What follows belongs to an exercise in optimizing a design on an open flow for small area, a short achievable clock period and few clock cycles; a production flow would make more cautious choices.
RTL that was checked went through simulation tests only; none was proved equivalent to the original.
The RTL of runs 4 and 5 was laid out without a check of its function.
Power is estimated from default activity; no workload was simulated.

$ cat design.v
module sbtp_crc8_step (
    input  wire [7:0] crc_in,
    input  wire [7:0] data,
    output wire [7:0] crc_out
);
    wire [7:0] s0 = crc_in ^ data;
    wire [7:0] s1 = s0[7] ? ({s0[6:0], 1'b0} ^ 8'hD5) : {s0[6:0], 1'b0};
    wire [7:0] s2 = s1[7] ? ({s1[6:0], 1'b0} ^ 8'hD5) : {s1[6:0], 1'b0};
    wire [7:0] s3 = s2[7] ? ({s2[6:0], 1'b0} ^ 8'hD5) : {s2[6:0], 1'b0};
    wire [7:0] s4 = s3[7] ? ({s3[6:0], 1'b0} ^ 8'hD5) : {s3[6:0], 1'b0};
    wire [7:0] s5 = s4[7] ? ({s4[6:0], 1'b0} ^ 8'hD5) : {s4[6:0], 1'b0};
    wire [7:0] s6 = s5[7] ? ({s5[6:0], 1'b0} ^ 8'hD5) : {s5[6:0], 1'b0};
    wire [7:0] s7 = s6[7] ? ({s6[6:0], 1'b0} ^ 8'hD5) : {s6[6:0], 1'b0};
    wire [7:0] s8 = s7[7] ? ({s7[6:0], 1'b0} ^ 8'hD5) : {s7[6:0], 1'b0};
    assign crc_out = s8;
endmodule
module sbtp_tx (
    input  wire       clk,
    input  wire       rst,
    input  wire       in_valid,
    output reg        in_ready,
    input  wire [7:0] in_data,
    input  wire       in_last,
    input  wire       in_empty,
    output reg        out_valid,
    input  wire       out_ready,
    input  wire       out_err,
    output reg  [7:0] out_data,
    output reg        done,
    output reg  [1:0] status
);
    localparam [1:0] ST_OK = 2'd0, ST_OVF = 2'd1, ST_TERR = 2'd2;
    localparam QB = 3;               
    localparam FB = 3;               
    reg       hv, sv;
    reg [7:0] hd, sd;
    reg       hl, sl, he, se;
    reg       hc, sc;                
    wire      in_fire = in_valid && in_ready;
    wire      in_ctrl = (in_data == 8'h55) || (in_data == 8'hAA) || (in_data == 8'h5A);
    wire      pop;                   
    always @(posedge clk) begin
        if (rst) begin
            hv <= 1'b0;
            sv <= 1'b0;
            in_ready <= 1'b1;
        end else begin
            if (!hv || pop) begin
                if (sv) begin
                    hd <= sd; hl <= sl; he <= se; hc <= sc; hv <= 1'b1;
                    if (in_fire) begin
                        sd <= in_data; sl <= in_last; se <= in_empty; sc <= in_ctrl;
                    end else begin
                        sv <= 1'b0;
                    end
                end else if (in_fire) begin
                    hd <= in_data; hl <= in_last; he <= in_empty; hc <= in_ctrl; hv <= 1'b1;
                end else begin
                    hv <= 1'b0;
                end
                in_ready <= 1'b1;
                if (sv && in_fire) in_ready <= 1'b0;
            end else if (in_fire) begin
                sd <= in_data; sl <= in_last; se <= in_empty; sc <= in_ctrl; sv <= 1'b1;
                in_ready <= 1'b0;
            end
        end
    end
    localparam PB = 4;               
    reg  [7:0] wph;
    reg  [8:0] wr9;                  
    reg  [8:0] rd9;                  
    reg  [8:0] cur_start9;           
    reg  [7:0] wdist;                
    reg  [7:0] cdist;                
    wire       wen;
    reg  [4:0] tap;
    wire [7:0] tap_data;
    sbtp_ring #(.PB(PB)) u_ring (.clk(clk), .we(wen), .wdata(hd), .wport(wdist[7:PB]),
                                 .tap(tap), .rdata(tap_data));
    wire [8:0] arc     = wr9 - rd9;
    reg        afree;
    wire       can_adv = (wdist[PB-1:0] == 0) && afree;
    reg  [7:0] q_len   [0:(1<<QB)-1];    
    reg  [7:0] q_crc   [0:(1<<QB)-1];
    reg        q_ovf   [0:(1<<QB)-1];
    reg  [QB:0] q_wp, q_sp;          
    wire [QB:0] q_used  = q_wp - q_sp;
    reg         q_space;
    wire        s_avail = (q_sp != q_wp);
    reg  [7:0] elen;
    reg  [7:0] crc;
    reg        in_frame;
    reg        drain;
    reg        e254, e255;           
    wire       h_ovf    = e255 || (e254 && hc);    
    wire [7:0] elen_inc = elen + (hc ? 8'd2 : 8'd1);
    wire [7:0] crc_next;
    sbtp_crc8_step u_crc (.crc_in(crc), .data(hd), .crc_out(crc_next));
    reg        w_we, w_pop, w_push, w_pov, w_rew;
    reg  [7:0] w_plen, w_pcrc;
    always @(*) begin
        w_we = 1'b0; w_pop = 1'b0; w_push = 1'b0; w_pov = 1'b0; w_rew = 1'b0;
        w_plen = elen_inc;
        w_pcrc = ~crc_next;
        if (hv) begin
            if (drain) begin
                w_pop = 1'b1;
                w_push = hl; w_pov = 1'b1;
            end else if (he) begin
                if (q_space) begin
                    w_pop = 1'b1; w_push = 1'b1;
                    w_plen = 8'd0; w_pcrc = 8'h00;
                end
            end else if (h_ovf) begin
                w_pop = 1'b1; w_rew = 1'b1;
                w_push = hl; w_pov = 1'b1;
            end else if (can_adv && (in_frame || q_space)) begin
                w_we = 1'b1; w_pop = 1'b1;
                w_push = hl;
            end
        end
    end
    assign pop = w_pop;
    assign wen = w_we;
    always @(posedge clk) begin
        if (rst) begin
            wph <= 8'd0;
            wr9 <= 9'd0;
            wdist <= 8'd0;
            cur_start9 <= 9'd0;
            cdist <= 8'd0;
            elen <= 8'd0;
            e254 <= 1'b0;
            e255 <= 1'b0;
            afree <= 1'b1;
            q_space <= 1'b1;
            crc <= 8'hFF;
            in_frame <= 1'b0;
            drain <= 1'b0;
            q_wp <= 0;
        end else begin
            wph <= wph + 8'd1;
            cdist <= cdist + 8'd1;
            afree <= (arc < 9'd255);
            q_space <= (q_used < (1 << QB) - 1);
            if (w_rew) begin
                wr9 <= cur_start9;
                wdist <= cdist + 8'd1;
            end else if (w_we) begin
                wr9 <= wr9 + 9'd1;
            end else begin
                wdist <= wdist + 8'd1;
            end
            if (hv) begin
                if (drain) begin
                    if (hl) drain <= 1'b0;
                end else if (he) begin
                end else if (h_ovf) begin
                    in_frame <= 1'b0; elen <= 8'd0; crc <= 8'hFF;
                    e254 <= 1'b0; e255 <= 1'b0;
                    drain <= !hl;
                end else if (w_we) begin
                    if (!in_frame) begin
                        cur_start9 <= wr9;
                        cdist <= wdist + 8'd1;
                    end
                    in_frame <= !hl;
                    elen <= hl ? 8'd0 : elen_inc;
                    e254 <= !hl && (elen_inc == 8'd254);
                    e255 <= !hl && (elen_inc == 8'd255);
                    crc  <= hl ? 8'hFF : crc_next;
                end
            end
            if (w_push) begin
                q_len[q_wp[QB-1:0]]   <= w_plen;
                q_crc[q_wp[QB-1:0]]   <= w_pcrc;
                q_ovf[q_wp[QB-1:0]]   <= w_pov;
                q_wp <= q_wp + 1'b1;
            end
        end
    end
    reg  [7:0] rstage;               
    reg  [FB:0] f_cnt;
    wire [8:0] lim9    = in_frame ? cur_start9 : wr9;
    wire       f_space = (f_cnt < (1 << FB));
    wire       at_tap  = (rstage[2:0] == 3'd0);
    wire       r_take  = at_tap && f_space && (rd9 != lim9);
    always @(*) tap = rstage[7:3];
    always @(posedge clk) begin
        if (rst) begin
            rd9 <= 9'd0;
            rstage <= 8'd255;
        end else begin
            if (r_take) rd9 <= rd9 + 9'd1;
            else rstage <= rstage + 8'd1;
        end
    end
    reg  [8:0] f_mem [0:(1<<FB)-1];
    reg  [FB-1:0] f_wp, f_rp;
    wire       f_pop;
    wire       tap_ctrl = (tap_data == 8'h55) || (tap_data == 8'hAA) || (tap_data == 8'h5A);
    always @(posedge clk) begin
        if (r_take) f_mem[f_wp] <= {tap_ctrl, tap_data};
    end
    always @(posedge clk) begin
        if (rst) begin
            f_wp <= 0; f_rp <= 0; f_cnt <= 0;
        end else begin
            if (r_take) f_wp <= f_wp + 1'b1;
            if (f_pop) f_rp <= f_rp + 1'b1;
            case ({r_take, f_pop})
                2'b10:   f_cnt <= f_cnt + 1'b1;
                2'b01:   f_cnt <= f_cnt - 1'b1;
                default: ;
            endcase
        end
    end
    wire       f_ne   = (f_cnt != 0);
    wire [7:0] f_head = f_mem[f_rp][7:0];
    wire       f_ctrl = f_mem[f_rp][8];
    localparam [2:0] S_IDLE = 3'd0, S_LEN = 3'd1, S_DATA = 3'd2,
                     S_CRC = 3'd3, S_AA = 3'd4, S_FLUSH = 3'd5;
    reg  [2:0] sst;
    reg  [7:0] srem;
    reg        s1;                   
    reg        dpend;                
    reg        sesc;                 
    wire [QB-1:0] spi   = q_sp[QB-1:0];
    wire       out_fire = out_valid && out_ready;
    wire       o_free   = !out_valid || out_fire;
    wire       abort    = out_fire && out_err && !dpend;
    wire       s_byte   = f_ne && ((sst == S_FLUSH) ? (srem != 8'd0) :
                                   (sst == S_DATA) && !abort && o_free);
    reg        s_pop_q;              
    always @(*) begin
        s_pop_q = 1'b0;
        if (sst == S_FLUSH) begin
            s_pop_q = (srem == 8'd0);
        end else if (!abort && o_free) begin
            case (sst)
                S_IDLE: s_pop_q = s_avail && q_ovf[spi] && !dpend;
                S_AA:   s_pop_q = 1'b1;
                default: ;
            endcase
        end
    end
    assign f_pop = s_byte && (sesc || !f_ctrl);
    always @(posedge clk) begin
        if (rst) begin
            out_valid <= 1'b0;
            out_data <= 8'h00;
            sst <= S_IDLE;
            srem <= 8'd0;
            s1 <= 1'b0;
            dpend <= 1'b0;
            sesc <= 1'b0;
            done <= 1'b0;
            status <= ST_OK;
            q_sp <= 0;
        end else begin
            done <= 1'b0;
            if (s_pop_q) q_sp <= q_sp + 1'b1;
            if (out_fire && dpend) begin
                done <= 1'b1;
                status <= out_err ? ST_TERR : ST_OK;
                dpend <= 1'b0;
            end
            if (s_byte) begin
                srem <= srem - 8'd1;
                s1 <= (srem == 8'd2);
                sesc <= f_ctrl && !sesc;
            end
            if (sst == S_FLUSH) begin
                if (srem == 8'd0) begin
                    done <= 1'b1;
                    status <= ST_TERR;
                    sst <= S_IDLE;
                end
            end else if (abort) begin
                out_valid <= 1'b0;
                sst <= S_FLUSH;
                if (sst == S_LEN) begin
                    srem <= q_len[spi];
                    s1 <= (q_len[spi] == 8'd1);
                end else if (sst != S_DATA) begin
                    srem <= 8'd0;
                end
            end else if (o_free) begin
                out_valid <= 1'b0;
                case (sst)
                    S_IDLE: begin
                        if (s_avail && !q_ovf[spi]) begin
                            out_valid <= 1'b1;
                            out_data <= 8'h55;
                            sst <= S_LEN;
                        end else if (s_avail && !dpend) begin
                            done <= 1'b1;
                            status <= ST_OVF;
                        end
                    end
                    S_LEN: begin
                        out_valid <= 1'b1;
                        out_data <= q_len[spi];
                        srem <= q_len[spi];
                        s1 <= (q_len[spi] == 8'd1);
                        sst <= (q_len[spi] == 8'd0) ? S_CRC : S_DATA;
                    end
                    S_DATA: begin
                        if (f_ne) begin
                            out_valid <= 1'b1;
                            out_data <= sesc ? (f_head ^ 8'h42) : (f_ctrl ? 8'h5A : f_head);
                            if (s1) sst <= S_CRC;
                        end
                    end
                    S_CRC: begin
                        out_valid <= 1'b1;
                        out_data <= q_crc[spi];
                        sst <= S_AA;
                    end
                    S_AA: begin
                        out_valid <= 1'b1;
                        out_data <= 8'hAA;
                        dpend <= 1'b1;
                        sst <= S_IDLE;
                    end
                    default: sst <= S_IDLE;
                endcase
            end
        end
    end
endmodule
module sbtp_rx (
    input  wire       clk,
    input  wire       rst,
    input  wire       in_valid,
    output reg        in_ready,
    input  wire [7:0] in_data,
    input  wire       in_err,
    output reg        res_valid,
    output reg  [1:0] res_status,
    output reg  [7:0] res_len,
    output reg        out_valid,
    input  wire       out_ready,
    output reg  [7:0] out_data,
    output reg        out_last
);
    localparam [1:0] ST_OK = 2'd0, ST_FMT = 2'd1, ST_CRC = 2'd2, ST_TERR = 2'd3;
    localparam QB = 2;               
    localparam [2:0] R_HUNT = 3'd0,
                     R_LEN  = 3'd1,
                     R_DATA = 3'd2,
                     R_ESC  = 3'd3,
                     R_CRC  = 3'd4,
                     R_END  = 3'd5;
    reg       hv, sv;
    reg [7:0] hd, sd;
    reg       he, se;
    reg [2:0] hf, sf;                
    wire      in_fire = in_valid && in_ready;
    wire [2:0] in_f   = {in_data == 8'hAA, in_data == 8'h5A, in_data == 8'h55};
    wire      pop;
    always @(posedge clk) begin
        if (rst) begin
            hv <= 1'b0;
            sv <= 1'b0;
            in_ready <= 1'b1;
        end else begin
            if (!hv || pop) begin
                if (sv) begin
                    hd <= sd; he <= se; hf <= sf; hv <= 1'b1;
                    if (in_fire) begin
                        sd <= in_data; se <= in_err; sf <= in_f;
                    end else begin
                        sv <= 1'b0;
                    end
                end else if (in_fire) begin
                    hd <= in_data; he <= in_err; hf <= in_f; hv <= 1'b1;
                end else begin
                    hv <= 1'b0;
                end
                in_ready <= !(sv && in_fire);
            end else if (in_fire) begin
                sd <= in_data; se <= in_err; sf <= in_f; sv <= 1'b1;
                in_ready <= 1'b0;
            end
        end
    end
    reg  [7:0] wph;
    reg  [8:0] wr9;
    reg  [8:0] rd9;
    reg  [8:0] cur_start9;
    localparam PB = 4;               
    reg  [7:0] wdist;                
    wire       wen;
    reg  [4:0] tap;
    wire [7:0] tap_data;
    sbtp_ring #(.PB(PB)) u_ring (.clk(clk), .we(wen), .wdata(hd), .wport(wdist[7:PB]),
                                 .tap(tap), .rdata(tap_data));
    wire [8:0] arc     = wr9 - rd9;
    reg        afree;
    wire       can_adv = (wdist[PB-1:0] == 0) && afree;
    reg  [8:0] q_start [0:(1<<QB)-1];
    reg  [7:0] q_len   [0:(1<<QB)-1];
    reg  [QB:0] q_wp, q_rp;
    wire [QB:0] q_used  = q_wp - q_rp;
    wire        q_space = !q_used[QB];
    wire        r_avail = (q_rp != q_wp);
    reg  [2:0] pst;
    reg  [7:0] rcnt;
    reg  [7:0] flen;
    reg  [7:0] plen;
    reg  [7:0] crc;
    reg        r1;                   
    reg        cmatch;               
    reg        pnz;                  
    wire       counted  = (pst == R_DATA) || (pst == R_ESC);
    wire       h_esc    = hf[1];
    wire [7:0] app_byte = (pst == R_ESC) ? (hd ^ 8'h42) : hd;
    wire [7:0] crc_next;
    sbtp_crc8_step u_crc (.crc_in(crc), .data(app_byte), .crc_out(crc_next));
    wire       p_take = hv && (he || (counted ? can_adv : ((pst != R_END) || q_space)));
    wire       p_wr   = hv && !he && counted && can_adv;
    assign pop = p_take;
    assign wen = p_wr;
    wire       q_push = p_take && !he && (pst == R_END) && hf[2] && cmatch && pnz;
    wire       w_adv  = counted ? p_wr : can_adv;
    wire [8:0] wr9_next = wr9 + (w_adv ? 9'd1 : 9'd0);
    always @(posedge clk) begin
        if (rst) begin
            pst <= R_HUNT;
            wph <= 8'd0;
            wr9 <= 9'd0;
            wdist <= 8'd0;
            cur_start9 <= 9'd0;
            rcnt <= 8'd0;
            flen <= 8'd0;
            plen <= 8'd0;
            crc <= 8'hFF;
            r1 <= 1'b0;
            cmatch <= 1'b0;
            pnz <= 1'b0;
            afree <= 1'b1;
            res_valid <= 1'b0;
            res_status <= ST_OK;
            res_len <= 8'd0;
            q_wp <= 0;
        end else begin
            wph <= wph + 8'd1;
            wr9 <= wr9_next;
            afree <= (arc < 9'd255);
            if (!w_adv) wdist <= wdist + 8'd1;
            if (pst == R_HUNT || pst == R_LEN)
                cur_start9 <= wr9_next;
            res_valid <= 1'b0;
            if (p_take && he) begin
                res_valid  <= 1'b1;
                res_status <= ST_TERR;
                res_len    <= 8'd0;
                pst        <= R_HUNT;
            end else if (p_take) begin
                case (pst)
                    R_HUNT: begin
                        if (hf[0]) pst <= R_LEN;
                    end
                    R_LEN: begin
                        rcnt <= hd;
                        r1   <= (hd == 8'd1);
                        flen <= hd;
                        plen <= 8'd0;
                        pnz  <= 1'b0;
                        crc  <= 8'hFF;
                        pst  <= (hd == 8'd0) ? R_CRC : R_DATA;
                    end
                    R_DATA: begin
                        rcnt <= rcnt - 8'd1;
                        r1   <= (rcnt == 8'd2);
                        if (h_esc) begin
                            if (r1) begin
                                res_valid  <= 1'b1;
                                res_status <= ST_FMT;
                                res_len    <= 8'd0;
                                pst        <= R_HUNT;
                            end else begin
                                pst <= R_ESC;
                            end
                        end else begin
                            plen <= plen + 8'd1;
                            pnz  <= 1'b1;
                            crc  <= crc_next;
                            pst  <= r1 ? R_CRC : R_DATA;
                        end
                    end
                    R_ESC: begin
                        rcnt <= rcnt - 8'd1;
                        r1   <= (rcnt == 8'd2);
                        plen <= plen + 8'd1;
                        pnz  <= 1'b1;
                        crc  <= crc_next;
                        pst  <= r1 ? R_CRC : R_DATA;
                    end
                    R_CRC: begin
                        cmatch <= ((~crc) == hd);
                        pst  <= R_END;
                    end
                    R_END: begin
                        res_valid <= 1'b1;
                        res_len   <= 8'd0;
                        pst       <= R_HUNT;
                        if (!hf[2]) begin
                            res_status <= ST_FMT;
                        end else if (!cmatch) begin
                            res_status <= ST_CRC;
                        end else begin
                            res_status <= ST_OK;
                            res_len    <= plen;
                        end
                    end
                    default: pst <= R_HUNT;
                endcase
            end
            if (q_push) begin
                q_start[q_wp[QB-1:0]] <= cur_start9;
                q_len[q_wp[QB-1:0]]   <= flen;
                q_wp <= q_wp + 1'b1;
            end
        end
    end
    reg        ractive;
    reg  [7:0] rstage;
    reg  [7:0] rrem;
    reg        rr1;                  
    reg        u_v, u_l, u_5a, uesc;
    reg  [7:0] u_d;
    reg        ov_sk;                
    wire       u_pref  = !uesc && u_5a;
    wire       u_push  = u_v && !u_pref && !ov_sk;
    wire       u_move  = u_v && (u_pref || !ov_sk);
    wire [7:0] u_byte  = uesc ? (u_d ^ 8'h42) : u_d;
    wire       at_tap  = (rstage[2:0] == 3'd0);
    wire       r_take  = ractive && at_tap && (!u_v || u_move);
    wire       r_fin   = r_take && rr1;
    wire       r_load  = r_avail && (!ractive || r_fin);
    wire [QB-1:0] rpi  = q_rp[QB-1:0];
    always @(*) tap = rstage[7:3];
    always @(posedge clk) begin
        if (rst) begin
            ractive <= 1'b0;
            rd9 <= 9'd0;
            rstage <= 8'd0;
            rrem <= 8'd0;
            rr1 <= 1'b0;
            q_rp <= 0;
            u_v <= 1'b0;
            uesc <= 1'b0;
        end else begin
            if (u_move) uesc <= u_pref;
            if (r_take) begin
                u_v <= 1'b1;
                u_d <= tap_data;
                u_5a <= (tap_data == 8'h5A);
                u_l <= rr1;
            end else if (u_move) begin
                u_v <= 1'b0;
            end
            if (r_load) begin
                q_rp <= q_rp + 1'b1;
                ractive <= 1'b1;
                rd9 <= q_start[rpi];
                rstage <= wph - q_start[rpi][7:0];
                rrem <= q_len[rpi];
                rr1 <= (q_len[rpi] == 8'd1);
            end else if (r_take) begin
                rd9 <= rd9 + 9'd1;
                rrem <= rrem - 8'd1;
                rr1 <= (rrem == 8'd2);
                if (r_fin) ractive <= 1'b0;
            end else if (ractive) begin
                rstage <= rstage + 8'd1;
            end else begin
                rd9 <= cur_start9;
            end
        end
    end
    reg  [7:0] sk_d;
    reg        sk_l;
    wire       o_fire = out_valid && out_ready;
    always @(posedge clk) begin
        if (rst) begin
            out_valid <= 1'b0;
            ov_sk <= 1'b0;
        end else begin
            if (!out_valid || o_fire) begin
                if (ov_sk) begin
                    out_data <= sk_d; out_last <= sk_l; out_valid <= 1'b1;
                    ov_sk <= 1'b0;
                end else if (u_push) begin
                    out_data <= u_byte; out_last <= u_l; out_valid <= 1'b1;
                end else begin
                    out_valid <= 1'b0;
                end
            end else if (u_push) begin
                sk_d <= u_byte; sk_l <= u_l; ov_sk <= 1'b1;
            end
        end
    end
endmodule
module sbtp_framer (
    input  wire       clk,
    input  wire       rst,
    input  wire       tx_in_valid,
    output wire       tx_in_ready,
    input  wire [7:0] tx_in_data,
    input  wire       tx_in_last,
    input  wire       tx_in_empty,
    output wire       tx_out_valid,
    input  wire       tx_out_ready,
    input  wire       tx_out_err,
    output wire [7:0] tx_out_data,
    output wire       tx_done,
    output wire [1:0] tx_status,
    input  wire       rx_in_valid,
    output wire       rx_in_ready,
    input  wire [7:0] rx_in_data,
    input  wire       rx_in_err,
    output wire       rx_res_valid,
    output wire [1:0] rx_res_status,
    output wire [7:0] rx_res_len,
    output wire       rx_out_valid,
    input  wire       rx_out_ready,
    output wire [7:0] rx_out_data,
    output wire       rx_out_last
);
    sbtp_tx u_tx (
        .clk       (clk),
        .rst       (rst),
        .in_valid  (tx_in_valid),
        .in_ready  (tx_in_ready),
        .in_data   (tx_in_data),
        .in_last   (tx_in_last),
        .in_empty  (tx_in_empty),
        .out_valid (tx_out_valid),
        .out_ready (tx_out_ready),
        .out_err   (tx_out_err),
        .out_data  (tx_out_data),
        .done      (tx_done),
        .status    (tx_status)
    );
    sbtp_rx u_rx (
        .clk        (clk),
        .rst        (rst),
        .in_valid   (rx_in_valid),
        .in_ready   (rx_in_ready),
        .in_data    (rx_in_data),
        .in_err     (rx_in_err),
        .res_valid  (rx_res_valid),
        .res_status (rx_res_status),
        .res_len    (rx_res_len),
        .out_valid  (rx_out_valid),
        .out_ready  (rx_out_ready),
        .out_data   (rx_out_data),
        .out_last   (rx_out_last)
    );
endmodule
module sbtp_ring #(
    parameter PB = 4
) (
    input  wire        clk,
    input  wire        we,
    input  wire [7:0]  wdata,
    input  wire [7-PB:0] wport,   
    input  wire [4:0]  tap,       
    output wire [7:0]  rdata
);
    reg  [2047:0] r;
    wire [2047:0] prev = {r[2039:0], r[2047:2040]};
    genvar s;
    generate
        for (s = 0; s < 256; s = s + 1) begin : g_stage
            if ((s % (1 << PB)) == 0) begin : g_port
                always @(posedge clk)
                    r[s*8 +: 8] <= (we && (wport == (s >> PB))) ? wdata : prev[s*8 +: 8];
            end else begin : g_shift
                always @(posedge clk)
                    r[s*8 +: 8] <= prev[s*8 +: 8];
            end
        end
    endgenerate
    assign rdata = r[{tap, 6'd0} +: 8];
endmodule
$ cat run.sh
#!/bin/bash
# synth_recipe.tcl (not shown) runs the flow's synth.tcl, then flattens the netlist and writes it again
# the make line also repeats each setting of config.mk as NAME=value (left out here)
make -C /OpenROAD-flow-scripts/flow DESIGN_CONFIG=/design/flow/config.mk WORK_HOME=/design/flow/orfs CLKGATE_MAP_FILE= SYNTH_SCRIPT=/design/flow/synth_recipe.tcl finish
$ cat config.mk
export PLATFORM = sky130hd
export DESIGN_NAME = sbtp_framer
export DESIGN_NICKNAME = sbtp_framer
export VERILOG_FILES = /design/flow/design.v
export SDC_FILE = /design/flow/constraint.sdc
export NUM_CORES = 4
export LEC_CHECK = 0
export CAP_MARGIN = 20
export CORE_MARGIN = 2
export CORE_UTILIZATION = 40
export PLACE_DENSITY = 0.6
export SETUP_SLACK_MARGIN = 4.6
export SLEW_MARGIN = 20
$ cat constraint.sdc
create_clock -name core_clock -period 8.0 [get_ports {clk}]
set_input_delay 1.6000 -clock core_clock [delete_from_list [all_inputs] [get_ports {clk}]]
set_output_delay 1.6000 -clock core_clock [all_outputs]
set_load 0.01 [all_outputs]
==> results.txt, run 1 <==
outcome no timing/DRC/antenna violations; initial antenna violation count 10; CTS H-Tree Depth 5; root buf cell clkbuf_16; worst reg2reg path startpoint u_rx.rstage[4]$_SDFFE_PP0P_; Post-synth EDFFs 350; die width 543 um; drt wl/cell 17.1 um; clock insertion delay at the later pin of the skew report 970 ps; DR WL met2 87,800 um; layout cells sized above 1 18.4%; setup_tns 0 ps; Async SR Flop Fraction 0%; DRT iter0 DRCs 2,901; Layout Area Growth over Synthesis 18.0%; simple-gate share of the synthesized area 3.21%; clock slew at reported path FFs 60 ps; sequence of cells on the critical path clkdlybuf4s50_1 -> nor2b_4 -> o21ai_4 -> a22oi_2 -> nor3_4 -> ha_4 -> xor2_1 -> ha_1 -> a21oi_1 -> xor2_1 -> or3_1 -> a21oi_1; largest family of logic cells by synthesized area multiplexers; first-pass GRT wire length 304,000 um; Worst Setup End Kind register; YS warnings 3; M1 WL 97,000 um; Setup WS pre-CTS 3480 ps; worst path arrival time 4140 ps; delay-heaviest family, CP compound AO/OA/AOI/OAI gates; vias per cell 4.34; Slew Limit Fails 0; fmax 302 MHz; critical path class input port to register; pin count of the biggest net entering global routing 118; Leak 0.0528 uW; nets@finish 7,434; Initial DRT Pass Iterations 5; R2R Path End u_rx.u_5a$_DFFE_PP_; routed wire length 198,000 um; clock sink count 4,698; fraction of synthesized area in multiplexers 7.64%; Avg Cell Area, Syn 16.7 um^2; WP data required 8830 ps; Residual DRC 0; Post-DRT Antenna Nets 0; number of max-cap violations 0; syn_nets 7,051; R2R Setup Slk 4730 ps; vias in the first global route 51.4k; number of CTS-inserted buffers 415; slowest CP cell clkdlybuf4s50_1; Starting Density 40.3%; fin crit share 41.3%; Layout fillers 24.0k; crit path max fanout 6; total grt overflow 0; Peak VDD IR 220 uV; commonest non-fill, non-tap cell in the layout dfxtp_1; Worst Setup Slack, final 4690 ps; Adder-Cell Fraction of Synth Area 0.792%; GPL Wtd Cong 0.798; IO Port Bufs 60; post-synth cell types 81; Setup violations, final 0; synthesis-stage register bit count 4,698; skew final 104 ps; most frequent cells in the layout dfxtp_1, clkbuf_16, edfxtp_1, mux2_2, nor2_1; highest metal used met4; routed vias 50.3k; Largest stage delay, worst path 530 ps; Core ar. 289,000 um^2; die area 295,000 um^2; # rows 197; max_slew headroom 29.6%; min cycle time layout 3310 ps; Hold Path Class register to register; die height 543 um; Longest Clk Path Bufs 4; cells on worst reg2reg path 6; # IOs 61; startpoint types input port; Pwr Density 344 nW/um^2; unrepaired setup endpoints after global routing true; Worst Hold Path EP u_rx.u_ring.r[592]$_DFF_P_; hold path start u_rx.u_ring.r[584]$_DFF_P_; Overall Global Routing Usage 13.3%; top_reg_cell synth dfxtp_1; worst path bufs/invs 1; XOR/XNOR Fraction of Synth Area 1.30%; post-synthesis compound-gate area fraction 2.22%; Worst Tran Pin Value 1050 ps; CTS tree yes; post-synthesis sequential area ratio 83.9%; cell count after synthesis 6,956; Hold Crit Depth 0; Met3 Routed Length 7920 um; Fin. Hold Viols 0; Mapped Area 116,000 um^2; DP HPWL 119,000 um
[per-stage QoR]
| stage | power (uW) | cell area (um^2) | utilization, % | hold slack, ps | cells |
|---|---|---|---|---|---|
| CTS | 47600 | 137000 | 47.5 | 207 | 11600 |
| detailed placement | 26700 | 122000 | 42.2 | 312 | 10800 |
| global route | 48800 | 137000 | 47.5 | 223 | 11600 |
| global placement | 26600 | 122000 | 42.1 | 310 | 10800 |
| finish | 47200 | 137000 | 47.5 | 227 | 11600 |
| floorplan | 25900 | 116000 | - | 310 | 6956 |
[how the worst max path moves through the flow]
stage	startpoint	end	slack [ps]	depth (start not counted)
after floorplan	tx_out_err	u_tx.f_cnt[2]$_SDFFE_PP0P_	4380	11
after global placement	tx_out_ready	u_tx.f_cnt[2]$_SDFFE_PP0P_	3400	12
after detailed placement	tx_out_ready	u_tx.f_cnt[2]$_SDFFE_PP0P_	3480	12
after CTS	u_tx.hv$_SDFFE_PP0P_	u_tx.q_len[2][7]$_DFFE_PP_	4510	6
after global routing	u_rx.q_rp[1]$_SDFFE_PP0P_	u_rx.q_start[0][7]$_DFFE_PP_	4590	8
final	tx_out_err	u_tx.f_cnt[2]$_SDFFE_PP0P_	4690	12
[per-layer routing]
metal  up-vias  track usage, %
met3       338            2.32
met4         0            4.49
met5         -               0
met1     24700            18.8
met2       913            20.6
li1      24300               -
[final cells by class]
type / instances / area (um^2) / share of cell area, %
inverter: 81 / 304 / 0.222
timing repair buffer: 152 / 1390 / 1.02
tap: 3880 / 4850 / 3.54
antenna: 5 / 12.5 / 0.00912
sequential: 4698 / 97600 / 71.1
clock inverter: 184 / 2810 / 2.05
clock buffer: 587 / 12300 / 8.95
multi-input combinational: 1991 / 18000 / 13.1
[synthesized netlist by cell type, types with 42 or more instances]
cell type / number / share of area [%]
mux4_2: 217 / 4.2
a211oi_1: 45 / 0.29
clkbuf_1: 123 / 0.40
ha_1: 64 / 0.69
o21ai_0: 100 / 0.43
mux2i_1: 47 / 0.40
nand2b_1: 42 / 0.23
xor2_1: 60 / 0.45
nor2_1: 277 / 0.89
nand2_1: 140 / 0.45
a21oi_1: 123 / 0.53
mux2_2: 305 / 3.0
dfxtp_1: 4348 / 75
xnor2_1: 99 / 0.75
nand3_1: 74 / 0.32
edfxtp_1: 350 / 9.0
inv_1: 81 / 0.26
[flip-flops by register name (all words and copies together) (netlist names), 9 cells and up, named ones only]
name,count
u_tx.wr9,9
u_rx.q_len,32
u_rx.u_ring.r,2048
u_rx.cur_start9,9
u_rx.wr9,9
u_tx.q_crc,64
u_rx.rd9,9
u_tx.u_ring.r,2048
u_tx.rd9,9
u_tx.q_len,64
u_tx.f_mem,72
u_tx.cur_start9,9
u_rx.q_start,36
[power breakdown]
group	leakage (uW)	switching [uW]	internal [uW]
clock network	0.00741	8570	12400
registers	0.0383	227	24000
logic	0.00713	1200	721
[worst register-to-register path, cell delays in order, from the launching register on]
cell	delay, ps
dfxtp_4	810
buf_6	540
mux4_2	400
mux4_2	550
mux2_2	330
nand4bb_1	200
nor4b_2	290
[repair_timing]
action	in CTS	in global routing
buffers inserted	9	16
endpoints found under the hold margin	0	0
pin swaps	2	3
resized for setup	88	23
setup endpoints to repair	312	243
hold buffers	0	0
[cells by family (layout without fill, tap and decap cells)]
kind of cell / Yosys count / after routing
AO/OA/AOI/OAI: 417 / 417
XOR/XNOR: 165 / 165
adder cells (fa/ha/maj): 71 / 71
buffers and inverters: 267 / 1004
AND/OR/NAND/NOR: 761 / 761
other: 0 / 5
flip-flops: 4698 / 4698
multiplexers: 577 / 577
Testbench counts, summed over its fixed seeds: cycles 17,389.
==> run 2: changes to the inputs <==
--- a/config.mk
+++ b/config.mk
@@ -9,5 +9,7 @@
 export CORE_MARGIN = 2
 export CORE_UTILIZATION = 40
+export CTS_CLUSTER_DIAMETER = 80
+export CTS_CLUSTER_SIZE = 30
 export PLACE_DENSITY = 0.6
-export SETUP_SLACK_MARGIN = 4.6
+export SETUP_SLACK_MARGIN = 5.0
 export SLEW_MARGIN = 20
==> run 2 against run 1 <==
Still clean. Wire length down 1.8%. Combinational power up 6%. Worst hold slack better by 58 ps. Core utilization down 2.9 points. Worst setup slack better by 280 ps. Maximum frequency up 9.4%. Final cell count down 4.1%. Global-route usage down 0.36 points. Clock-buffer cell count down 367.
==> results.txt, run 2 <==
IO Port Bufs 60 (unchanged); met1 usage 18.6% (-0.21 points); Layout Area Growth over Synthesis 10.7%; die width 543 um (unchanged); biggest regs u_rx.u_ring.r (2048), u_tx.u_ring.r (2048), u_tx.f_mem (72); Largest stage delay, worst path 430 ps (-100 ps); Residual DRC 0 (unchanged); cell count after synthesis 6,956 (unchanged); Longest Clk Path Bufs 4 (unchanged); Worst Setup End Kind output port; # IOs 61 (unchanged); largest cells by area after synthesis dfxtp_1, edfxtp_1, mux4_2; Mapped Area 116,000 um^2 (unchanged); most frequent cells in the layout dfxtp_1, edfxtp_1, mux2_2, nor2_1, mux4_2; startpoint types register; layout cells sized above 1 14.9% (-3.4 points); worst path arrival time 1420 ps (-2720 ps); fin crit share 37.8% (-3.6 points); fmax 331 MHz (+9.4%); Fin. Hold Viols 0 (unchanged); Peak VDD IR 209 uV (-4.9%); Overall Global Routing Usage 12.9% (-0.36 points); Async SR Flop Fraction 0% (unchanged); Core ar. 289,000 um^2 (unchanged); initial antenna violation count 7 (-3); GRT busiest layer met2; DRT iter0 DRCs 3,170 (+9.3%); Initial DRT Pass Iterations 8 (+3); Hold Path Class register to register; CTS H-Tree Depth 4 (-1); max_slew headroom 31.0% (+1.5 points); unrepaired setup endpoints after global routing true; nets@finish 7,258 (-2.4%); crit path max fanout 2 (-4); GPL Wtd Cong 0.774 (-3.0%); commonest cells in the netlist dfxtp_1, edfxtp_1, mux2_2, nor2_1, mux4_2; met3 Use GR 1.72% (-0.61 points); # rows 197 (unchanged); min cycle time layout 3020 ps (-285 ps); synthesis-stage register bit count 4,698 (unchanged); CTS tree yes; Post-synth EDFFs 350 (unchanged); pin count of the biggest net entering global routing 88 (-25%); Worst Tran Pin Value 1030 ps (-24.1 ps); worst path bufs/invs 1 (unchanged); die area 295,000 um^2 (unchanged); clock insertion delay at the later pin of the skew report 880 ps (-90 ps); WP data required 6400 ps (-2430 ps); clock sink count 4,698 (unchanged); top_reg_cell synth dfxtp_1; root buf cell clkbuf_16; total grt overflow 0 (unchanged); vias per cell 4.38 (+0.92%); number of max-cap violations 0 (unchanged); post-synth cell types 81 (unchanged); outcome no timing/DRC/antenna violations; drt wl/cell 17.5 um (+2.4%); Setup violations, final 0 (unchanged); slowest CP cell dfxtp_4; first-pass GRT wire length 294,000 um (-3.2%); most frequent cell after synthesis dfxtp_1; sequence of cells on the critical path buf_6; Hold Buf Count CTS 0 (unchanged); Starting Density 40.3% (unchanged); die height 543 um (unchanged); setup_tns 0 ps (unchanged); number of CTS-inserted buffers 191 (-54%); delay-heaviest family, CP flip-flops; DP HPWL 119,000 um (-0.59%); post-synthesis sequential area ratio 83.9% (unchanged); YS warnings 3 (unchanged); Pwr Density 292 nW/um^2 (-15%); critical path class register to output port; Avg Cell Area, Syn 16.7 um^2 (unchanged); commonest non-fill, non-tap cell in the layout dfxtp_1; Post-DRT Antenna Nets 0 (unchanged); routed wire length 195,000 um (-1.8%); Yosys top cell by area dfxtp_1; routed vias 48.6k (-3.2%); Leak 0.0485 uW (-8.2%); clock slew at reported path FFs 100 ps (+40 ps); skew final 66.3 ps (-37.9 ps); syn_nets 7,051 (unchanged); post-synth top area share 74.9% (unchanged); met2 Track Usage GR 20.5% (-0.12 points); Util after Layout 44.6% (-2.9 points); Slew Limit Fails 0 (unchanged); vias in the first global route 48.6k (-5.4%)
## run 2: worst paths after layout
check,cells past startpoint,from,endpoint,slack [ps]
worst min-delay path,0,u_rx.u_ring.r[957]$_DFF_P_,u_rx.u_ring.r[965]$_DFF_P_,290
worst min register to register,0,u_rx.u_ring.r[957]$_DFF_P_,u_rx.u_ring.r[965]$_DFF_P_,290
worst max register to register,8,register,u_tx.sst[0]$_SDFFE_PP0P_,5050
worst max-delay path,1,u_rx.res_status[0]$_SDFFE_PP0P_,rx_res_status[0],4980
## run 2: cells by family after synthesis
group / Yosys count / synth area share, %
xor+xnor: 165 / 1.30
fa+ha+maj: 71 / 0.792
flops: 4698 / 83.9
simple gates: 761 / 3.21
buf+inv: 267 / 0.945
mux: 577 / 7.64
compound gates: 417 / 2.22
## run 2: per-stage QoR
step           power, uW  cells  hold slack, ps  setup slack [ps]  instance area (um^2)
6_report           37700  11100             285              4980                129000
5_1_grt            39000  11100             286              4900                129000
3_5_place_dp       26600  10800             312              3570                122000
4_1_cts            38000  11100             277              4640                128000
2_1_floorplan      25900   6956             310              4450                116000
3_3_place_gp       26600  10800             310              3570                122000
## run 2: repair_timing
| item | in CTS | in global routing |
|---|---|---|
| pin swaps | 19 | 15 |
| resized for setup | 331 | 40 |
| setup buffers | 52 | 28 |
| cloned | 0 | 3 |
| endpoints found under the setup margin | 793 | 397 |
## run 2: area by class of cell
type,instances,area [um^2]
Tap cell,3880,4850
Sequential cell,4698,97700
Clock buffer,220,4970
Timing Repair Buffer,200,2150
Antenna cell,4,10.0
Inverter,81,307
Multi-Input combinational cell,1991,18300
Fill cell,24900,160000
Clock inverter,29,505
## run 2: per-layer routing
metal,vias up,wire (um)
met4,0,4860
met2,694,87100
met3,270,6720
met1,24000,96000
li1,23700,-
met5,-,0
## run 2: power by group
part	switching (uW)	internal, uW
clock	6730	4670
combinational	1220	817
sequential	211	24000
total	8160	29500
==> run 3: changes to the inputs <==
--- a/config.mk
+++ b/config.mk
@@ -9,6 +9,4 @@
 export CORE_MARGIN = 2
 export CORE_UTILIZATION = 40
-export CTS_CLUSTER_DIAMETER = 80
-export CTS_CLUSTER_SIZE = 30
 export PLACE_DENSITY = 0.6
 export SETUP_SLACK_MARGIN = 5.0
==> run 3 against run 2 <==
Worst hold slack got worse by 41 ps. Synthesized area did not move. Cell area rose by 6.8%. Critical path depth did not move. Synthesized cell count did not move. Global-route usage rose by 0.54 points. Largest power group unchanged. Via count rose by 3.9%. Die area did not move. Combinational power barely moved. Sequential share of layout area fell by 4.8 points. Largest cell class unchanged.
==> results.txt, run 3 <==
top_reg_cell synth dfxtp_1; commonest non-fill, non-tap cell in the layout dfxtp_1; min cycle time layout 3060 ps (+39.4 ps); vias in the first global route 51.6k (+6.2%); Worst Tran Pin Value 1010 ps (-24.4 ps); die height 543 um (unchanged); DRT iter0 DRCs 3,032 (-4.4%); routed vias 50.5k (+3.9%); Pwr Density 338 nW/um^2 (+15%); total grt overflow 0 (unchanged); IO Port Bufs 60 (unchanged); Hold Buf Count CTS 0 (unchanged); Async SR Flop Fraction 0% (unchanged); sequence of cells on the critical path buf_6; number of max-cap violations 0 (unchanged); CTS tree yes; initial antenna violation count 8 (+1); fin crit share 38.3% (+0.49 points); slowest CP cell dfxtp_4; Avg Cell Area, Syn 16.7 um^2 (unchanged); clock insertion delay at the later pin of the skew report 960 ps (+80 ps); worst path arrival time 1460 ps (+40 ps); YS warnings 3 (unchanged); Yosys top cell by area dfxtp_1; DP HPWL 119,000 um (unchanged); vias per cell 4.35 (-0.70%); max_slew headroom 32.6% (+1.5 points); clock sink count 4,698 (unchanged); layout cells sized above 1 19.7% (+4.7 points); synthesis-stage register bit count 4,698 (unchanged); Post-DRT Antenna Nets 0 (unchanged); commonest cells in the netlist dfxtp_1, edfxtp_1, mux2_2, nor2_1, mux4_2; Initial DRT Pass Iterations 8 (unchanged); critical path launch point u_rx.res_status[0]$_SDFFE_PP0P_; die area 295,000 um^2 (unchanged); pin count of the biggest net entering global routing 88 (unchanged); Peak VDD IR 217 uV (+3.6%); CTS H-Tree Depth 5 (+1); fmax 327 MHz (-1.3%); Layout Area Growth over Synthesis 18.2%; most frequent cells in the layout dfxtp_1, clkbuf_16, edfxtp_1, mux2_2, nor2_1; outcome no timing/DRC/antenna violations; Hold Slack 244 ps (-40.7 ps); Longest Clk Path Bufs 4 (unchanged); die width 543 um (unchanged); post-route insts no fill 11.6k (+4.6%); delay-heaviest family, CP flip-flops; R2R Path End u_tx.f_mem[1][8]$_DFFE_PP_; Largest stage delay, worst path 420 ps (about the same); largest cells by area after synthesis dfxtp_1, edfxtp_1, mux4_2; nets@finish 7,469 (+2.9%); worst reg2reg path startpoint u_tx.rstage[3]$_SDFFE_PP1N_; root buf cell clkbuf_16; unrepaired setup endpoints after global routing true; cells on worst reg2reg path 7 (-1); setup_tns 0 ps (unchanged); critical path class register to output port; Worst Setup End Kind output port; Hold Crit Depth 0 (unchanged); worst path bufs/invs 1 (unchanged); cell count after synthesis 6,956 (unchanged); Util after Layout 47.6% (+3.0 points); biggest regs u_rx.u_ring.r (2048), u_tx.u_ring.r (2048), u_tx.f_mem (72); Core ar. 289,000 um^2 (unchanged); R2R Setup Slk 5060 ps (about the same); clock slew at reported path FFs 60 ps (-40 ps); skew final 104 ps (+37.8 ps); Worst Hold Path EP u_rx.u_ring.r[289]$_DFF_P_; Hold Path Class register to register; routed wire length 201,000 um (+3.4%); Cell Area, Placed 122,000 um^2 (unchanged); Mapped Area 116,000 um^2 (unchanged); post-synthesis sequential area ratio 83.9% (unchanged); Starting Density 40.3% (unchanged); # rows 197 (unchanged); Fin. Hold Viols 0 (unchanged); Slew Limit Fails 0 (unchanged); crit path max fanout 2 (unchanged); syn_nets 7,051 (unchanged); WP data required 6400 ps (about the same); Layout fillers 24.1k (-3.1%); number of CTS-inserted buffers 416 (+120%); GPL Wtd Cong 0.774 (unchanged); Worst path depth 1 (unchanged); Overall Global Routing Usage 13.5% (+0.54 points); Cells after DPL 10.8k (unchanged); Setup violations, final 0 (unchanged); post-synth cell types 81 (unchanged); Post-synth EDFFs 350 (unchanged); drt wl/cell 17.3 um (-1.2%); # IOs 61 (unchanged); hold path start u_rx.u_ring.r[281]$_DFF_P_; Residual DRC 0 (unchanged); Leak 0.0528 uW (+8.9%); most frequent cell after synthesis dfxtp_1; Final Cell Area 138,000 um^2 (+6.8%); startpoint types register; post-synth top area share 74.9% (unchanged); first-pass GRT wire length 307,000 um (+4.4%)
==> run 3: cell types whose count changed in the layout (fill, tap and decap cells not counted), sizes merged, moves of 5 or more <==
cell | before | now
buf | 171 | 158
clkinv | 14 | 110
clkbuf | 226 | 616
clkinvlp | 1 | 6
bufinv | 4 | 29
inv | 91 | 101
==> run 3: area by class of cell <==
type                    count  area (um^2)  area share, %
diodes                      4         10.0        0.00728
clock buffers             612        12200           8.88
clock inverters           165         2200           1.60
inverters                  81          307          0.223
multi-input cells        1992        18300           13.3
flip-flops and latches   4698        97700           71.0
well taps                3880         4850           3.53
repair buffers            185         1970           1.43
==> run 3: repair_timing <==
| item | CTS | global route |
|---|---|---|
| gates resized for setup | 327 | 37 |
| endpoints found under the hold margin | 0 | 0 |
| buffers inserted | 45 | 22 |
| gates cloned | 0 | 2 |
| pin swaps | 15 | 13 |
| endpoints found under the setup margin | 783 | 396 |
==> run 3: routing by layer <==
layer  vias to the layer above  GRT usage (%)  part of all wire (%)
li1                      24400              -                     -
met1                     24900           18.8                    48
met2                       873           21.3                    45
met3                       326           2.43                   4.0
met4                         0           4.22                   2.6
met5                         -              0                     0
==> run 3: how the worst max path moves through the flow <==
stage	end	slack, ps
floorplan	u_tx.f_cnt[2]$_SDFFE_PP0P_	4450
global placement	u_tx.f_cnt[2]$_SDFFE_PP0P_	3570
detailed placement	u_tx.f_cnt[2]$_SDFFE_PP0P_	3570
CTS	u_tx.q_len[7][2]$_DFFE_PP_	4640
global route	rx_out_last	4850
finish	rx_res_status[0]	4940
==> run 3: cells by family after synthesis <==
| group | share of synthesized area (%) |
|---|---|
| AOI/OAI and AO/OA | 2.22 |
| muxes | 7.64 |
| xor gates and xnor gates | 1.30 |
| adders and majority gates | 0.792 |
| buffers and inverters | 0.945 |
| DFF | 83.9 |
| and+or+nand+nor | 3.21 |
==> run 3: through the flow <==
stage,setup WS [ps],power (uW)
after floorplan,4450,25900
after global routing,4850,48100
after detailed placement,3570,26600
after global placement,3570,26600
after CTS,4640,46900
final,4940,46400
==> run 3: power by group <==
group          switching (uW)  internal, uW  total, uW
clock                    8550         11600      20200
combinational            1210           795       2000
sequential                213         24000      24200
==> run 4: changes to the inputs <==
--- a/design.v
+++ b/design.v
@@ -83,5 +83,4 @@
     wire       can_adv = (wdist[PB-1:0] == 0) && afree;
     reg  [7:0] q_len   [0:(1<<QB)-1];    
-    reg  [7:0] q_crc   [0:(1<<QB)-1];
     reg        q_ovf   [0:(1<<QB)-1];
     reg  [QB:0] q_wp, q_sp;          
@@ -90,5 +89,4 @@
     wire        s_avail = (q_sp != q_wp);
     reg  [7:0] elen;
-    reg  [7:0] crc;
     reg        in_frame;
     reg        drain;
@@ -96,12 +94,9 @@
     wire       h_ovf    = e255 || (e254 && hc);    
     wire [7:0] elen_inc = elen + (hc ? 8'd2 : 8'd1);
-    wire [7:0] crc_next;
-    sbtp_crc8_step u_crc (.crc_in(crc), .data(hd), .crc_out(crc_next));
     reg        w_we, w_pop, w_push, w_pov, w_rew;
-    reg  [7:0] w_plen, w_pcrc;
+    reg  [7:0] w_plen;
     always @(*) begin
         w_we = 1'b0; w_pop = 1'b0; w_push = 1'b0; w_pov = 1'b0; w_rew = 1'b0;
         w_plen = elen_inc;
-        w_pcrc = ~crc_next;
         if (hv) begin
             if (drain) begin
@@ -111,5 +106,5 @@
                 if (q_space) begin
                     w_pop = 1'b1; w_push = 1'b1;
-                    w_plen = 8'd0; w_pcrc = 8'h00;
+                    w_plen = 8'd0;
                 end
             end else if (h_ovf) begin
@@ -136,5 +131,4 @@
             afree <= 1'b1;
             q_space <= 1'b1;
-            crc <= 8'hFF;
             in_frame <= 1'b0;
             drain <= 1'b0;
@@ -158,5 +152,5 @@
                 end else if (he) begin
                 end else if (h_ovf) begin
-                    in_frame <= 1'b0; elen <= 8'd0; crc <= 8'hFF;
+                    in_frame <= 1'b0; elen <= 8'd0;
                     e254 <= 1'b0; e255 <= 1'b0;
                     drain <= !hl;
@@ -170,10 +164,8 @@
                     e254 <= !hl && (elen_inc == 8'd254);
                     e255 <= !hl && (elen_inc == 8'd255);
-                    crc  <= hl ? 8'hFF : crc_next;
                 end
             end
             if (w_push) begin
                 q_len[q_wp[QB-1:0]]   <= w_plen;
-                q_crc[q_wp[QB-1:0]]   <= w_pcrc;
                 q_ovf[q_wp[QB-1:0]]   <= w_pov;
                 q_wp <= q_wp + 1'b1;
@@ -227,4 +219,7 @@
     reg        dpend;                
     reg        sesc;                 
+    reg  [7:0] scrc;                 
+    wire [7:0] scrc_next;
+    sbtp_crc8_step u_crc (.crc_in(scrc), .data(f_head), .crc_out(scrc_next));
     wire [QB-1:0] spi   = q_sp[QB-1:0];
     wire       out_fire = out_valid && out_ready;
@@ -256,4 +251,5 @@
             dpend <= 1'b0;
             sesc <= 1'b0;
+            scrc <= 8'hFF;
             done <= 1'b0;
             status <= ST_OK;
@@ -267,4 +263,5 @@
                 dpend <= 1'b0;
             end
+            if (s_byte && !sesc) scrc <= scrc_next;
             if (s_byte) begin
                 srem <= srem - 8'd1;
@@ -305,4 +302,5 @@
                         srem <= q_len[spi];
                         s1 <= (q_len[spi] == 8'd1);
+                        scrc <= 8'hFF;
                         sst <= (q_len[spi] == 8'd0) ? S_CRC : S_DATA;
                     end
@@ -316,5 +314,5 @@
                     S_CRC: begin
                         out_valid <= 1'b1;
-                        out_data <= q_crc[spi];
+                        out_data <= ~scrc;
                         sst <= S_AA;
                     end
--- a/config.mk
+++ b/config.mk
@@ -8,6 +8,8 @@
 export CAP_MARGIN = 20
 export CORE_MARGIN = 2
-export CORE_UTILIZATION = 40
-export PLACE_DENSITY = 0.6
+export CORE_UTILIZATION = 55
+export CTS_CLUSTER_DIAMETER = 80
+export CTS_CLUSTER_SIZE = 30
+export PLACE_DENSITY = 0.7
 export SETUP_SLACK_MARGIN = 5.0
 export SLEW_MARGIN = 20
==> run 4 against run 3 <==
Non-clock buffer count grew 2. Register-to-register slack worse by 220 ps. Worst hold slack better by 68 ps. Synthesized area is 2.4% lower. Critical path depth grew 7. Clock power fell by 47%. Largest cell class unchanged. Largest power group unchanged.
==> results.txt, run 4 <==
YS warnings 3 (unchanged); area of the multi-input gates 17,700 um^2 (-3.0%); Layout Area Growth over Synthesis 9.35%; vias per cell 4.87 (+12%); fin crit share 39.5% (+1.2 points); Async SR Flop Fraction 0% (unchanged); commonest non-fill, non-tap cell in the layout dfxtp_1; Yosys top cell by area dfxtp_1; worst path arrival time 3850 ps (+2390 ps); crit path max fanout 8 (+6); cell count after synthesis 6,771 (-2.7%); nets@finish 7,063 (-5.4%); top_reg_cell synth dfxtp_1; Longest Clk Path Bufs 3 (-1); post-synth top area share 76.7% (+1.8 points); slowest CP cell mux4_2; clock slew at reported path FFs 110 ps (+50 ps); cells on worst reg2reg path 8 (+1); pin count of the biggest net entering global routing 83 (-5.7%); commonest cells in the netlist dfxtp_1, mux2_2, edfxtp_1, nor2_1, mux4_2; DP HPWL 112,000 um (-5.7%); number of CTS-inserted buffers 177 (-57%); R2R Setup Slk 4840 ps (-220 ps); critical path class register to register; DR WL met2 81,900 um (-9.9%); drt wl/cell 18.9 um (+9.2%); worst reg2reg path startpoint u_tx.rstage[3]$_SDFFE_PP1N_; routed wire length 184,000 um (-8.7%); skew final 36.2 ps (-68.0 ps); Core ar. 205,000 um^2 (-29%); synthesis-stage register bit count 4,634 (-1.4%); most frequent cells in the layout dfxtp_1, mux2_2, edfxtp_1, nor2_1, mux4_2; Pwr Density 291 nW/um^2 (-14%); Worst Hold Path EP u_rx.u_ring.r[1786]$_DFF_P_; post-synthesis sequential area ratio 84.2% (+0.33 points); R2R Path End u_tx.f_mem[4][8]$_DFFE_PP_; first-pass GRT wire length 279,000 um (-9.3%); Hold Buf Count CTS 0 (unchanged); Final Cell Area 124,000 um^2 (-9.7%); WP data required 8690 ps (+2290 ps); Starting Density 55.4% (+15 points); Setup violations, final 0 (unchanged); biggest regs u_rx.u_ring.r (2048), u_tx.u_ring.r (2048), u_tx.f_mem (72); Residual DRC 0 (unchanged); total grt overflow 0 (unchanged); Worst Tran Pin Value 1040 ps (+32.8 ps); # IOs 61 (unchanged); initial antenna violation count 8 (unchanged); die height 458 um (-16%); routed vias 47.3k (-6.4%); max_slew headroom 30.5% (-2.1 points); Worst Setup End Kind register; CTS tree yes; most frequent cell after synthesis dfxtp_1; sequence of cells on the critical path buf_6 -> buf_12 -> mux4_2 -> mux4_2 -> mux2_4 -> or4b_4 -> o31a_1 -> a21oi_4; clock sink count 4,634 (-1.4%); Initial DRT Pass Iterations 6 (-2); min cycle time layout 3160 ps (+99.4 ps); die width 458 um (-16%); # rows 166 (-16%); Hold Crit Depth 0 (unchanged); root buf cell clkbuf_16; vias in the first global route 47.4k (-8.3%); number of max-cap violations 0 (unchanged); Layout fillers 14.5k (-40%); Overall Global Routing Usage 17.3% (+3.9 points); Slew Limit Fails 0 (unchanged); startpoint types register; post-synth cell types 81 (unchanged); Fin. Hold Viols 0 (unchanged); CTS H-Tree Depth 4 (-1); Hold Path Class register to register; syn_nets 6,867 (-2.6%); die area 210,000 um^2 (-29%); clock insertion delay at the later pin of the skew report 860 ps (-100 ps); Leak 0.0474 uW (-10%); Post-synth EDFFs 286 (-18%); Avg Cell Area, Syn 16.8 um^2 (+0.31%); Mapped Area 114,000 um^2 (-2.4%); layout cells sized above 1 15.3% (-4.4 points); largest cells by area after synthesis dfxtp_1, edfxtp_1, mux4_2; fmax 316 MHz (-3.1%); outcome no timing/DRC/antenna violations; Post-DRT Antenna Nets 0 (unchanged); setup_tns 0 ps (unchanged); critical path's most frequent cell mux4_2; Cell Area, Placed 117,000 um^2 (-3.5%); Largest stage delay, worst path 530 ps (+110 ps); hold path start u_rx.u_ring.r[1778]$_DFF_P_; M1 WL 91,400 um (-5.8%); GPL Wtd Cong 0.808 (+4.4%); DRT iter0 DRCs 3,064 (+1.1%); Peak VDD IR 213 uV (-1.4%); Overall Power 36,100 uW (-22%); Met3 Routed Length 6080 um (-25%); Seq. cell area 95,700 um^2 (-2.0%); highest metal used met4; IO Port Bufs 60 (unchanged); unrepaired setup endpoints after global routing true
## run 4: cell count changes after synthesis, moves of 9 or more
cell | before | now
buf_1 | 19 | 9
clkbuf_1 | 123 | 138
nor2_1 | 277 | 239
nand2_1 | 140 | 172
a211oi_1 | 45 | 32
mux2i_1 | 47 | 36
o22ai_1 | 35 | 15
o21ai_0 | 100 | 70
nand3_1 | 74 | 65
edfxtp_1 | 350 | 286
nand2b_1 | 42 | 26
buf_2 | 29 | 20
## run 4: cell families after synthesis
logic type / after synthesis / synth area share, %
buffers and inverters: 254 / 0.891
XOR/XNOR: 169 / 1.37
flip-flops: 4634 / 84.2
AND/OR/NAND/NOR: 708 / 2.98
adder cells (fa/ha/maj): 72 / 0.829
multiplexers: 561 / 7.64
AO/OA/AOI/OAI: 373 / 2.07
## run 4: what timing repair did
item / in CTS / in global routing
cloned: 5 / 2
resized for setup: 349 / 47
setup buffers: 51 / 34
endpoints found under the setup margin: 653 / 344
pin swaps: 17 / 16
## run 4: metrics by stage
step	hold slack [ps]	setup WS [ps]	std cells	utilization (%)
2_1_floorplan	310	4420	6771	-
3_3_place_gp	310	3470	9384	57.2
3_5_place_dp	312	3500	9384	57.2
4_1_cts	308	4900	9671	60.3
5_1_grt	313	4790	9708	60.6
6_report	312	4840	9710	60.6
## run 4: critical path, delay by kind of cell, from the launching register on
| family | cells | cell delay [ps] |
|---|---|---|
| and+or+nand+nor | 1 | 480 |
| muxes | 3 | 1350 |
| AOI/OAI and AO/OA | 2 | 370 |
| DFF | 1 | 470 |
| buffers and inverters | 2 | 310 |
## run 4: where the power goes
part	internal [uW]	total [uW]	leakage (uW)	switching (uW)
Sequential	23500	23700	0.0375	227
Clock	4210	10800	0.00244	6540
Combinational	724	1610	0.00746	883
Total	28400	36100	0.0474	7650
## run 4: how the worst max path moves through the flow
stage / start / endpoint / slack, ps
3_3_place_gp: tx_out_err / u_tx.f_cnt[3]$_SDFFE_PP0P_ / 3470
4_1_cts: u_rx.out_data[0]$_DFFE_PP_ / rx_out_data[0] / 4900
5_1_grt: u_tx.rstage[3]$_SDFFE_PP1N_ / u_tx.f_mem[7][8]$_DFFE_PP_ / 4790
2_1_floorplan: tx_out_err / u_tx.f_cnt[3]$_SDFFE_PP0P_ / 4420
6_report: u_tx.rstage[3]$_SDFFE_PP1N_ / u_tx.f_mem[4][8]$_DFFE_PP_ / 4840
3_5_place_dp: tx_out_err / u_tx.f_cnt[3]$_SDFFE_PP0P_ / 3500
## run 4: layer usage
| metal | up-vias | GRT usage, % |
|---|---|---|
| met5 | - | 0 |
| met4 | 0 | 5.06 |
| met3 | 257 | 2.29 |
| met2 | 757 | 27.0 |
| met1 | 23400 | 25.6 |
| li1 | 22900 | - |
## run 4: final cells by class
class / instances / area share [%]
multi-input cells: 1886 / 14.3
clock buffers: 202 / 3.66
clock inverters: 29 / 0.382
diodes: 3 / 0.00605
flip-flops and latches: 4634 / 77.1
repair buffers: 187 / 1.61
well taps: 2688 / 2.71
inverters: 81 / 0.248
==> run 5: changes to the inputs <==
--- a/config.mk
+++ b/config.mk
@@ -8,8 +8,8 @@
 export CAP_MARGIN = 20
 export CORE_MARGIN = 2
-export CORE_UTILIZATION = 55
+export CORE_UTILIZATION = 40
 export CTS_CLUSTER_DIAMETER = 80
 export CTS_CLUSTER_SIZE = 30
-export PLACE_DENSITY = 0.7
+export PLACE_DENSITY = 0.6
 export SETUP_SLACK_MARGIN = 5.0
 export SLEW_MARGIN = 20
==> run 5 against run 4 <==
Still clean on timing, DRC and antenna. Clock skew rose by 30 ps. Clock power is essentially flat. Flip-flop and latch count stayed put. Critical endpoint unchanged. Largest power group unchanged.
==> results.txt, run 5 <==
CTS H-Tree Depth 4 (unchanged); # rows 195 (+17%); outcome no timing/DRC/antenna violations; Pwr Density 290 nW/um^2 (-0.33%); worst path arrival time 3830 ps (-20 ps); CTS tree yes; slowest CP cell mux4_2; clock insertion delay at the later pin of the skew report 890 ps (+30 ps); Hold Path Class register to register; Longest Clk Path Bufs 4 (+1); skew final 66.3 ps (+30.1 ps); sequence of cells on the critical path buf_12 -> buf_12 -> mux4_2 -> mux4_2 -> mux2_4 -> or4b_4 -> o31a_1 -> a21oi_4; routed vias 47.4k (+0.22%); clock slew at reported path FFs 110 ps (about the same); crit path capture u_tx.f_mem[4][8]$_DFFE_PP_; vias in the first global route 47.6k (+0.54%); area of the multi-input gates 17,700 um^2 (about the same); die width 537 um (+17%); Initial DRT Pass Iterations 6 (unchanged); post-synthesis sequential area ratio 84.2% (unchanged); vias per cell 4.39 (-9.8%); Setup violations, final 0 (unchanged); fin crit share 39.2% (-0.31 points); IO Port Bufs 60 (unchanged); hold path start u_tx.u_ring.r[283]$_DFF_P_; Post-synth EDFFs 286 (unchanged); critical path class register to register; first-pass GRT wire length 289,000 um (+3.6%); post-synth cell types 81 (unchanged); die height 537 um (+17%); WP data required 8700 ps (about the same); most frequent cell after synthesis dfxtp_1; Layout fillers 24.3k (+68%); most frequent cells in the layout dfxtp_1, mux2_2, edfxtp_1, nor2_1, mux4_2; Peak VDD IR 201 uV (-6.0%); number of CTS-inserted buffers 187 (+5.6%); pin count of the biggest net entering global routing 74 (-11%); syn_nets 6,867 (unchanged); drt wl/cell 17.7 um (-6.6%); number of max-cap violations 0 (unchanged); largest cells by area after synthesis dfxtp_1, edfxtp_1, mux4_2; layout cells sized above 1 15.5% (+0.22 points); unrepaired setup endpoints after global routing true; Mapped Area 114,000 um^2 (unchanged); crit path max fanout 8 (unchanged); Avg Cell Area, Syn 16.8 um^2 (unchanged); Slew Limit Fails 0 (unchanged); delay-heaviest family, CP multiplexers; Overall Power 36,400 uW (+0.94%); Post-DRT Antenna Nets 0 (unchanged); commonest cells in the netlist dfxtp_1, mux2_2, edfxtp_1, nor2_1, mux4_2; Seq. cell area 95,700 um^2 (about the same); synthesis-stage register bit count 4,634 (unchanged); commonest non-fill, non-tap cell in the layout dfxtp_1; Worst path depth 8 (unchanged); # IOs 61 (unchanged); Residual DRC 0 (unchanged); R2R Path End u_tx.f_mem[4][8]$_DFFE_PP_; worst reg2reg path startpoint u_tx.rstage[3]$_SDFFE_PP1N_; die area 288,000 um^2 (+37%); nets@finish 7,089 (+0.37%); routed wire length 191,000 um (+3.8%); startpoint types register; Fin. Hold Viols 0 (unchanged); post-synth top area share 76.7% (unchanged); Async SR Flop Fraction 0% (unchanged); Core ar. 282,000 um^2 (+38%); total grt overflow 0 (unchanged); clock sink count 4,634 (unchanged); Layout Area Growth over Synthesis 10.7%; initial antenna violation count 3 (-5); cell count after synthesis 6,771 (unchanged); Largest stage delay, worst path 540 ps (about the same); cells on worst reg2reg path 8 (unchanged); R2R Setup Slk 4860 ps (+20 ps); Leak 0.0477 uW (+0.53%); fmax 319 MHz (+0.79%); Yosys top cell by area dfxtp_1; Starting Density 40.2% (-15 points); top_reg_cell synth dfxtp_1; max_slew headroom 26.6% (-3.9 points); Worst Tran Pin Value 1100 ps (+56.6 ps); critical path launch point u_tx.rstage[3]$_SDFFE_PP1N_; setup_tns 0 ps (unchanged); biggest regs u_rx.u_ring.r (2048), u_tx.u_ring.r (2048), u_tx.f_mem (72); root buf cell clkbuf_16; DRT iter0 DRCs 2,994 (-2.3%); Overall Global Routing Usage 13.0% (-4.3 points); Worst Setup End Kind register; DP HPWL 115,000 um (+2.8%); GPL Wtd Cong 0.785 (-2.8%); worst path bufs/invs 2 (unchanged); YS warnings 3 (unchanged); min cycle time layout 3140 ps (-24.8 ps)
[run 5: worst reg2reg max path: stages, from the launching register on]
cell and delay (ps):
dfxtp_4 420, buf_12 160, buf_12 140, mux4_2 490, mux4_2 540, mux2_4 330
or4b_4 520, o31a_1 140, a21oi_4 210
[run 5: cell families after synthesis]
group                    after synthesis  share of synthesized area [%]
AND/OR/NAND/NOR                      708                           2.98
multiplexers                         561                           7.64
adder cells (fa/ha/maj)               72                          0.829
buffers and inverters                254                          0.891
AO/OA/AOI/OAI                        373                           2.07
flip-flops                          4634                           84.2
XOR/XNOR                             169                           1.37
[run 5: report_power, final]
group,switching (uW),total (uW),internal [uW],leakage [uW]
sequential,216,23700,23500,0.0375
clock,6630,11000,4410,0.00253
combinational,918,1660,743,0.00762
[run 5: worst min-delay path by stage]
stage / to / slack, ps / cells past startpoint
after floorplan: u_rx.u_ring.r[1000]$_DFF_P_ / 310 / 0
after global placement: u_rx.u_ring.r[449]$_DFF_P_ / 310 / 0
after detailed placement: u_rx.u_ring.r[1023]$_DFF_P_ / 310 / 0
after CTS: u_tx.u_ring.r[107]$_DFF_P_ / 290 / 0
after global routing: u_tx.u_ring.r[107]$_DFF_P_ / 290 / 0
final: u_tx.u_ring.r[291]$_DFF_P_ / 280 / 0
[run 5: layer usage]
layer  wire [um]  track usage (%)  up-vias
li1            -                -    23000
met1       93600             18.5    23500
met2       86100             20.8      630
met3        6070             1.83      264
met4        4900             3.68        0
met5           0                0        -
[run 5: what timing repair did]
action                                  in CTS  in global routing
hold buffers                                 0                  0
resized for setup                          353                 38
cloned                                       4                  3
endpoints found under the setup margin     706                412
pin swaps                                   19                 19
setup buffers                               62                 35
[run 5: final cells by class]
type	instances	share of cell area (%)
flip-flops and latches	4634	76.1
diodes	3	0.00597
inverters	81	0.245
well taps	3743	3.72
clock buffers	214	3.83
repair buffers	204	1.69
clock inverters	24	0.276
multi-input cells	1885	14.1
[run 5: stage by stage]
| stage | cell area, um^2 | utilization (%) | hold slack (ps) | std cells | worst slack, ps |
|---|---|---|---|---|---|
| floorplan | 114000 | - | 310 | 6771 | 4420 |
| finish | 126000 | 44.5 | 280 | 10800 | 4860 |
| global route | 126000 | 44.5 | 292 | 10800 | 4790 |
| detailed placement | 119000 | 42.0 | 312 | 10400 | 3540 |
| CTS | 125000 | 44.4 | 287 | 10700 | 4850 |
| global placement | 119000 | 42.0 | 310 | 10400 | 3490 |

[static timing again, ports no longer ideal]
The results above use ideal ports. As a check the final layouts listed here were re-extracted and re-timed, cells and wires unchanged. Step 1, drivers: a clkbuf_16 drives clk and a buf_2 each remaining input, both assumed. Step 2 moves the port delays by t, midway between the first and last clock arrival at a register: inputs arrive t later, outputs are due t later. That takes back most of the time a late clock gives input paths. a / b / c = ideal ports / drivers / drivers and shift; a / b = the first two.
run	t (ns)	setup WS [ns]	worst setup path at the end
run 1	1.006	4.693 / 4.634 / 3.670	input to register
run 2	0.927	4.978 / 4.885 / 4.135	input to register
run 3	1.004	4.938 / 4.843 / 4.101	input to register
run 4	0.925	4.839 / 4.839 / 4.079	input to register
run 5	0.941	4.863 / 4.847 / 4.146	input to register
After both steps every run listed still meets setup and hold. For run 1, which loses most, drivers alone change the setup slack by -0.059 ns; drivers and shift together by -1.023 ns.
